Context: an optimization exercise on an open-source flow, tuned for small area, a short achievable clock period and few clock cycles per item. The choices shown serve that exercise and are no tape-out recipe. Only simulation tests tie the RTL to the original design; equivalence was not proved. Power figures rest on the tool's default switching activity, not on a simulated workload.

$ cat design.v
module isaac_ks (
    input  wire         clk,
    input  wire         rst,           
    input  wire         seed_valid,
    output wire         seed_ready,
    input  wire [127:0] seed_data,     
    output wire         ks_valid,
    input  wire         ks_ready,
    output wire [31:0]  ks_data
);
    localparam L    = 5;
    localparam N    = 1 << L;
    localparam ROWS = N / 8;
    localparam [31:0] GOLDEN = 32'h9E3779B9;
    localparam [3:0] S_IDLE    = 4'd0,
                     S_INITMIX = 4'd1,    
                     S_ADD     = 4'd2,    
                     S_MIX     = 4'd3,    
                     S_WROW    = 4'd4,    
                     S_GPRE    = 4'd5,    
                     S_GA      = 4'd6,
                     S_GB      = 4'd7,
                     S_GC      = 4'd8,
                     S_OUT     = 4'd9;
    reg [3:0]  state;
    reg [2:0]  line;         
    reg [1:0]  nmix;         
    reg        pass;         
    reg [L-4:0] row;         
    reg [L-1:0] idx;         
    reg [L:0]  cnt;          
    reg [31:0] seed_w [0:3];
    reg [31:0] va, vb, vc, vd, ve, vf, vg, vh;
    reg [31:0] aa, bb, cc, x, y;
    reg [31:0] mm  [0:N-1];
    reg [31:0] rsl [0:N-1];
    wire accept = seed_valid && seed_ready;
    assign seed_ready = (state == S_IDLE) || (state == S_OUT);
    assign ks_valid   = (state == S_OUT) && (cnt != 0);
    assign ks_data    = rsl[cnt - 1'b1];
    wire   take       = ks_valid && ks_ready;
    reg [31:0] r0, r1, r2, r3, r4, r5, r6, r7;
    always @* begin
        if (!pass) begin
            r0 = (row == 0) ? seed_w[0] : 32'd0;
            r1 = (row == 0) ? seed_w[1] : 32'd0;
            r2 = (row == 0) ? seed_w[2] : 32'd0;
            r3 = (row == 0) ? seed_w[3] : 32'd0;
            r4 = 32'd0; r5 = 32'd0; r6 = 32'd0; r7 = 32'd0;
        end else begin
            r0 = mm[{row, 3'd0}]; r1 = mm[{row, 3'd1}];
            r2 = mm[{row, 3'd2}]; r3 = mm[{row, 3'd3}];
            r4 = mm[{row, 3'd4}]; r5 = mm[{row, 3'd5}];
            r6 = mm[{row, 3'd6}]; r7 = mm[{row, 3'd7}];
        end
    end
    reg [31:0] na, nb, nc, nd, ne, nf, ng, nh;
    always @* begin
        na = va; nb = vb; nc = vc; nd = vd; ne = ve; nf = vf; ng = vg; nh = vh;
        case (line)
            3'd0: begin na = va ^ (vb << 11); nd = vd + na; nb = vb + vc; end
            3'd1: begin nb = vb ^ (vc >> 2);  ne = ve + nb; nc = vc + vd; end
            3'd2: begin nc = vc ^ (vd << 8);  nf = vf + nc; nd = vd + ve; end
            3'd3: begin nd = vd ^ (ve >> 16); ng = vg + nd; ne = ve + vf; end
            3'd4: begin ne = ve ^ (vf << 10); nh = vh + ne; nf = vf + vg; end
            3'd5: begin nf = vf ^ (vg >> 4);  na = va + nf; ng = vg + vh; end
            3'd6: begin ng = vg ^ (vh << 8);  nb = vb + ng; nh = vh + va; end
            default: begin nh = vh ^ (va >> 9); nc = vc + nh; na = va + vb; end
        endcase
    end
    reg [31:0] aa_mixed;
    always @* begin
        case (idx[1:0])
            2'd0: aa_mixed = aa ^ (aa << 13);
            2'd1: aa_mixed = aa ^ (aa >> 6);
            2'd2: aa_mixed = aa ^ (aa << 2);
            default: aa_mixed = aa ^ (aa >> 16);
        endcase
    end
    wire [L-1:0] idx_half = idx + N / 2;
    wire [31:0]  y_new    = mm[x[L+1:2]] + aa + bb;
    wire [31:0]  bb_new   = mm[y[2*L+1:L+2]] + x;
    always @(posedge clk) begin
        if (rst) begin
            state <= S_IDLE;
            cnt   <= 0;
        end else if (accept) begin
            seed_w[0] <= seed_data[31:0];
            seed_w[1] <= seed_data[63:32];
            seed_w[2] <= seed_data[95:64];
            seed_w[3] <= seed_data[127:96];
            {va, vb, vc, vd, ve, vf, vg, vh} <= {8{GOLDEN}};
            aa    <= 0;
            bb    <= 0;
            cc    <= 0;
            line  <= 0;
            nmix  <= 0;
            pass  <= 0;
            row   <= 0;
            cnt   <= 0;
            state <= S_INITMIX;
        end else begin
            case (state)
                S_INITMIX: begin
                    {va, vb, vc, vd, ve, vf, vg, vh} <= {na, nb, nc, nd, ne, nf, ng, nh};
                    line <= line + 1'b1;
                    if (line == 3'd7) begin
                        nmix <= nmix + 1'b1;
                        if (nmix == 2'd3) state <= S_ADD;
                    end
                end
                S_ADD: begin
                    va <= va + r0; vb <= vb + r1; vc <= vc + r2; vd <= vd + r3;
                    ve <= ve + r4; vf <= vf + r5; vg <= vg + r6; vh <= vh + r7;
                    state <= S_MIX;
                end
                S_MIX: begin
                    {va, vb, vc, vd, ve, vf, vg, vh} <= {na, nb, nc, nd, ne, nf, ng, nh};
                    line <= line + 1'b1;
                    if (line == 3'd7) state <= S_WROW;
                end
                S_WROW: begin
                    mm[{row, 3'd0}] <= va; mm[{row, 3'd1}] <= vb;
                    mm[{row, 3'd2}] <= vc; mm[{row, 3'd3}] <= vd;
                    mm[{row, 3'd4}] <= ve; mm[{row, 3'd5}] <= vf;
                    mm[{row, 3'd6}] <= vg; mm[{row, 3'd7}] <= vh;
                    row <= row + 1'b1;
                    if (row == ROWS - 1) begin
                        pass  <= 1'b1;
                        state <= pass ? S_GPRE : S_ADD;
                    end else begin
                        state <= S_ADD;
                    end
                end
                S_GPRE: begin
                    cc    <= cc + 1'b1;
                    bb    <= bb + cc + 1'b1;
                    idx   <= 0;
                    state <= S_GA;
                end
                S_GA: begin
                    x     <= mm[idx];
                    aa    <= mm[idx_half] + aa_mixed;
                    state <= S_GB;
                end
                S_GB: begin
                    mm[idx] <= y_new;
                    y       <= y_new;
                    state   <= S_GC;
                end
                S_GC: begin
                    bb       <= bb_new;
                    rsl[idx] <= bb_new;
                    idx      <= idx + 1'b1;
                    if (idx == N - 1) begin
                        cnt   <= N;
                        state <= S_OUT;
                    end else begin
                        state <= S_GA;
                    end
                end
                S_OUT: begin
                    if (take) begin
                        cnt <= cnt - 1'b1;
                        if (cnt == 1) state <= S_GPRE;
                    end
                end
                default: state <= S_IDLE;
            endcase
        end
    end
endmodule
$ cat config.mk
export PLATFORM = sky130hd
export DESIGN_NAME = isaac_ks
export DESIGN_NICKNAME = isaac_ks
export VERILOG_FILES = /design/flow/design.v
export SDC_FILE = /design/flow/constraint.sdc
export NUM_CORES = 4
export LEC_CHECK = 0
export CAP_MARGIN = 20
export CELL_PAD_IN_SITES_DETAIL_PLACEMENT = 1
export CELL_PAD_IN_SITES_GLOBAL_PLACEMENT = 2
export CORE_MARGIN = 2
export CORE_UTILIZATION = 25
export PLACE_DENSITY = 0.45
export SLEW_MARGIN = 20
export SYNTH_MEMORY_MAX_BITS = 8192
$ cat constraint.sdc
create_clock -name core_clock -period 10.0 [get_ports {clk}]
set_input_delay 2.0000 -clock core_clock [delete_from_list [all_inputs] [get_ports {clk}]]
set_output_delay 2.0000 -clock core_clock [all_outputs]
set_load 0.01 [all_outputs]
$ cat run.sh
#!/bin/bash
# synth_recipe.tcl (not shown) runs the flow's synth.tcl, then flattens the netlist and writes it again
# the make line also repeats each setting of config.mk as NAME=value (left out here)
make -C /OpenROAD-flow-scripts/flow DESIGN_CONFIG=/design/flow/config.mk WORK_HOME=/design/flow/orfs CLKGATE_MAP_FILE= SYNTH_SCRIPT=/design/flow/synth_recipe.tcl finish
==> run notes <==
- The maximum number of pins on one net before global-route repair is 98.
- The tool flagged a number of max-cap violations equal to 0.
- The run finished with no timing, DRC or antenna violations.
- The count of buffers added by post-CTS timing repair for setup is 0.
- Global routing finished with a remaining overflow of 0.
- The area growth from synthesis to layout is 15.2%.
- Of the total power, combinational logic draws 28.7%.
- The tree is rooted in a sky130_fd_sc_hd__clkbuf_16.
- The floorplan step set the die height to 834 µm.
- The global-route wire length before repair is 1,360,000 µm.
- Once layout is complete, the utilization of the core stands at 28.9%.
- The net count of the finished layout is 15,101.
- The commonest cells after synthesis are sky130_fd_sc_hd__edfxtp_1 (2,578), sky130_fd_sc_hd__nand2_1 (1,710), sky130_fd_sc_hd__o21ai_0 (1,422).
- Across all hold checks on the routed design, the worst slack comes to 0.477 ns.
- The power spent charging and discharging nets is 13,500 µW.
- The final max-slew violation count came to 0.
- The kind of launch point of the worst setup path is a flip-flop.
- The number of fillers in the final layout is 74,167.
- In this run, CTS created clock tree buffers numbering 346.
- The synthesized instance count is 14,444.
- Across all layers, the routed design uses 139,022 vias.
- The biggest area contributor in the post-synthesis netlist is sky130_fd_sc_hd__edfxtp_1.
- The power per cell area is 186 mW/mm².
- In the synthesized netlist the async set-or-reset flop fraction comes to 0%.
- The sequential cells in the finished layout cover a total of 0.0778 mm².
- The die covers 0.696 mm².
- The net switching share of the total power is 36.4%.
- The area share of the largest cell type after synthesis is 44.9%.
- The synthesized netlist occupies a cell area of 0.172 mm².
- The die is 834 µm wide.
- In this run the mean area of a mapped cell was 11.9 µm².
- No sink is reached through more buffers than the 4 on the longest clock path.
- The count of port buffers added during placement is 165.
- The biggest fanout along the worst timing path is 97.
- The total clock sinks is 2,595.
- The tightest slew margin relative to the limit is 3.11%.
- Setup violations remaining at the end of the flow were counted as 0.
- The number of synthesized flops with an enable pin is 2,578.
- The first TritonRoute pass finished after 6 iterations.
- At the pin with the least slew margin, the transition time is 1.45 ns.
- The time the final worst path needs with I/O delays and setup is 7.80 ns.
- The area taken by multi-input logic gates is 0.0910 mm².
- The routed design has 1,050,000 µm of wire.
- Once the floorplan was initialized, standard cells occupied 25.1% of the core.
- The internal power component is 23,500 µW.
- The number of levels in the clock H-tree is 5.
- In the routed layout, each cell is associated on average with a via count of 5.85.
- The sequential fraction of design power is 35.7%.
- After detailed routing, the number of remaining DRC violations is 0.
- The number of different library cells in the post-synthesis netlist is 104.
- After synthesis, flip-flops and latches occupy 45.1% of the total area.
- The first routing iteration left 17,134 violations.
- The CTS tree is done.
- The number of nets in the synthesized netlist is 15,266.
- During I/O placement, the number of pins put on the boundary was 166.
- The initial antenna violation count is 165.
- Buffers inserted to repair hold after CTS numbered 0.
- The worst setup path is captured at a flip-flop.
- The number of failing hold endpoints at the final stage is 0.
- Setup repair after global routing left no endpoint under its margin.
- The fraction of layout cells with a size suffix above 1 is 19.9%.
- The region available for standard cell placement spans 0.686 mm².
- Timing would allow up to 128 MHz.
- Once the clock tree was built, the resizer swapped 0 gates to a different size.
- Summed over all failing endpoints, the final setup total negative slack is 0 ns.
- After detailed routing, the average wire length per cell comes to 44.0 µm.
- The most common cell in the netlist is sky130_fd_sc_hd__edfxtp_1.
- Yosys printed 2 warnings.
- Across the VDD grid, the largest voltage drop is 0.131 mV.
- The number of rows in the core area is 304.
- The clock network accounts for 35.6% of the total power.
- The reported leakage power is 0.0698 µW.
- Synthesis inferred 2,595 register bits.
- The count of nets left with antenna violations once routing finished came out at 0.
- Data arrives at the worst endpoint at 8.52 ns.
- The clock transition time at the flip-flop clock pins of the worst setup and hold paths is 0.06 ns.
- STA puts the critical path data required time at 10.72 ns.
- The final RePlAce weighted congestion is 0.930.
- Between clock sinks in the finished design, the worst skew comes to 0.123 ns.
- The number of global-route vias before repair is 140,090.
- Global routing used 29.2% of the available tracks across all layers.
- The clock latency on the worst-skew pair is 1.09 ns.
- The period utilization is 78.0%.
- Ranked by total cell area, the synthesized netlist is headed by sky130_fd_sc_hd__edfxtp_1 (45%), sky130_fd_sc_hd__mux4_2 (18%), sky130_fd_sc_hd__ha_1 (4.6%).
- For this run, the leading register cell type out of synthesis is sky130_fd_sc_hd__edfxtp_1.
- The detailed placement HPWL is 734,000 µm.
- In this run the worst hold path is classified as flip-flop to flip-flop.
- The critical setup path kind is flip-flop to flip-flop.
## critical path: stages (launching register included)
cell and delay, ns:
sky130_fd_sc_hd__edfxtp_1 0.94, sky130_fd_sc_hd__buf_12 0.45, sky130_fd_sc_hd__mux4_2 0.41, sky130_fd_sc_hd__mux4_2 0.50
sky130_fd_sc_hd__mux2_2 0.36, sky130_fd_sc_hd__fa_1 0.41, sky130_fd_sc_hd__ha_1 0.39, sky130_fd_sc_hd__a21o_1 0.21
sky130_fd_sc_hd__a21o_1 0.17, sky130_fd_sc_hd__a21oi_1 0.49, sky130_fd_sc_hd__nand3b_1 0.13, sky130_fd_sc_hd__nor3_1 0.79
sky130_fd_sc_hd__o31ai_1 0.34, sky130_fd_sc_hd__a21oi_1 0.44, sky130_fd_sc_hd__o21bai_1 0.10, sky130_fd_sc_hd__a21oi_1 0.24
sky130_fd_sc_hd__xor2_2 0.20, sky130_fd_sc_hd__buf_4 0.34, sky130_fd_sc_hd__o21ai_0 0.16
## cells by family (layout without fill, tap and decap cells)
group | count (synthesis) | after routing | share of synthesized area (%)
mux | 1820 | 1820 | 20.5
buf+inv | 1373 | 1496 | 3.03
simple gates | 3255 | 3255 | 8.17
fa+ha+maj | 690 | 690 | 5.23
compound gates | 3897 | 3897 | 13.8
flops | 2595 | 2595 | 45.1
other cells | 0 | 35 | 0
xor+xnor | 814 | 814 | 4.14
## flip-flops by register name, summed over array words and instances, names as in the netlist, named ones only
register	flops
vf	32
cc	32
vc	32
rsl	1024
vh	32
bb	32
line	3
vd	32
ve	32
y	5
state	4
row	2
x	32
va	32
idx	5
aa	32
vg	32
seed_w	128
nmix	2
vb	32
cnt	6
pass	1
mm	1024
## path summary, 6_finish.rpt
check / startpoint / end / slack, ns / cells past startpoint
setup / recovery: x[3] / mm[0][28] / 2.20 / 18
hold reg to reg: y[10] / flip-flop / 0.48 / 1
setup reg to reg: x[3] / mm[0][28] / 2.20 / 18
hold / removal: y[10] / flip-flop / 0.48 / 1
## routing by layer
| metal | track usage, % | share of wire, % | up-vias |
|---|---|---|---|
| met5 | 0 | 0.017 | - |
| met4 | 12.8 | 5.2 | 30 |
| met3 | 6.15 | 8.0 | 1568 |
| met2 | 46.4 | 45 | 6982 |
| met1 | 38.6 | 42 | 74836 |
| li1 | - | - | 55606 |
## cell type report
type | instances | share of cell area, %
Clock buffer | 411 | 4.56
Multi-Input combinational cell | 10476 | 45.8
Sequential cell | 2595 | 39.2
Clock inverter | 225 | 1.26
Antenna cell | 35 | 0.0441
Inverter | 183 | 0.348
Tap cell | 9180 | 5.79
Timing Repair Buffer | 677 | 3.01
## cells in the final DEF (no fill, tap or decap), types with 48 or more instances in the layout
cell / synthesis / routed
sky130_fd_sc_hd__a211oi_1: 101 / 100
sky130_fd_sc_hd__a21o_1: 375 / 375
sky130_fd_sc_hd__a21oi_1: 864 / 864
sky130_fd_sc_hd__a221oi_1: 75 / 75
sky130_fd_sc_hd__a22o_1: 125 / 125
sky130_fd_sc_hd__a22oi_1: 98 / 98
sky130_fd_sc_hd__a31oi_1: 156 / 148
sky130_fd_sc_hd__and2_1: 156 / 152
sky130_fd_sc_hd__and3_1: 65 / 65
sky130_fd_sc_hd__buf_4: 0 / 473
sky130_fd_sc_hd__clkbuf_1: 863 / 58
sky130_fd_sc_hd__clkbuf_16: 0 / 353
sky130_fd_sc_hd__clkdlybuf4s50_1: 0 / 165
sky130_fd_sc_hd__clkinv_1: 3 / 80
sky130_fd_sc_hd__clkinv_2: 0 / 57
sky130_fd_sc_hd__edfxtp_1: 2578 / 2578
sky130_fd_sc_hd__fa_1: 51 / 49
sky130_fd_sc_hd__ha_1: 639 / 634
sky130_fd_sc_hd__inv_1: 179 / 178
sky130_fd_sc_hd__mux2_2: 236 / 236
sky130_fd_sc_hd__mux2i_1: 244 / 244
sky130_fd_sc_hd__mux4_2: 1340 / 1340
sky130_fd_sc_hd__nand2_1: 1710 / 1642
sky130_fd_sc_hd__nand2b_1: 109 / 108
sky130_fd_sc_hd__nand3_1: 119 / 114
sky130_fd_sc_hd__nand4_1: 48 / 48
sky130_fd_sc_hd__nor2_1: 721 / 680
sky130_fd_sc_hd__nor2b_1: 87 / 81
sky130_fd_sc_hd__nor3_1: 115 / 111
sky130_fd_sc_hd__o211ai_1: 55 / 55
sky130_fd_sc_hd__o21a_1: 90 / 90
sky130_fd_sc_hd__o21ai_0: 1422 / 1422
sky130_fd_sc_hd__o21ai_1: 92 / 92
sky130_fd_sc_hd__o21bai_1: 70 / 70
sky130_fd_sc_hd__o22ai_1: 49 / 49
sky130_fd_sc_hd__xnor2_1: 522 / 489
sky130_fd_sc_hd__xor2_1: 291 / 265
## through the flow
step                      cell area [µm²]  std cells  worst slack [ns]  power (µW)
after floorplan                    172000      14444             0.653       19100
after global placement             187000      23106              1.92       23700
after detailed placement           187000      23110              1.96       23800
after CTS                          198000      23746              2.00       37000
after global routing               198000      23754              2.01       38200
final                              199000      23782              2.20       37000
## power by group through the flow
| stage | Clock, µW | Sequential (µW) | Combinational, µW |
|---|---|---|---|
| 3_3_place_gp | 0 | 13400 | 10300 |
| 2_1_floorplan | 0 | 12800 | 6360 |
| 6_report | 13200 | 13200 | 10600 |
| 4_1_cts | 13400 | 13200 | 10500 |
| 3_5_place_dp | 0 | 13400 | 10400 |
| 5_1_grt | 13700 | 13200 | 11300 |
Testbench counts, summed over its fixed seeds: cycles 71,992, words 16,384.

==> what the ideal ports hide <==
How much do the figures lean on ideal ports? The routed layout below was timed once more, with nothing changed but the port constraints.
Step 1 sets driving cells, clkbuf_16 on the clock port and buf_2 on the other inputs (assumed; they add their load-dependent delay and slew).
Step 2, shift: input delay + t, output delay - t, t = (earliest + latest rising clock arrival at the registers) / 2. This alone moves slack from input paths to output paths.
Three values: ideal ports, drivers, drivers and shift; two values: the first two.
shift t [ns]: 1.177
setup WS [ns]: 2.201 / 2.154 / 2.201
worst data-port slew with drivers (ns): 0.18
After both steps this run still meets setup and hold. For this run, drivers alone change the setup slack by -0.047 ns; drivers and shift together by 0.000 ns.
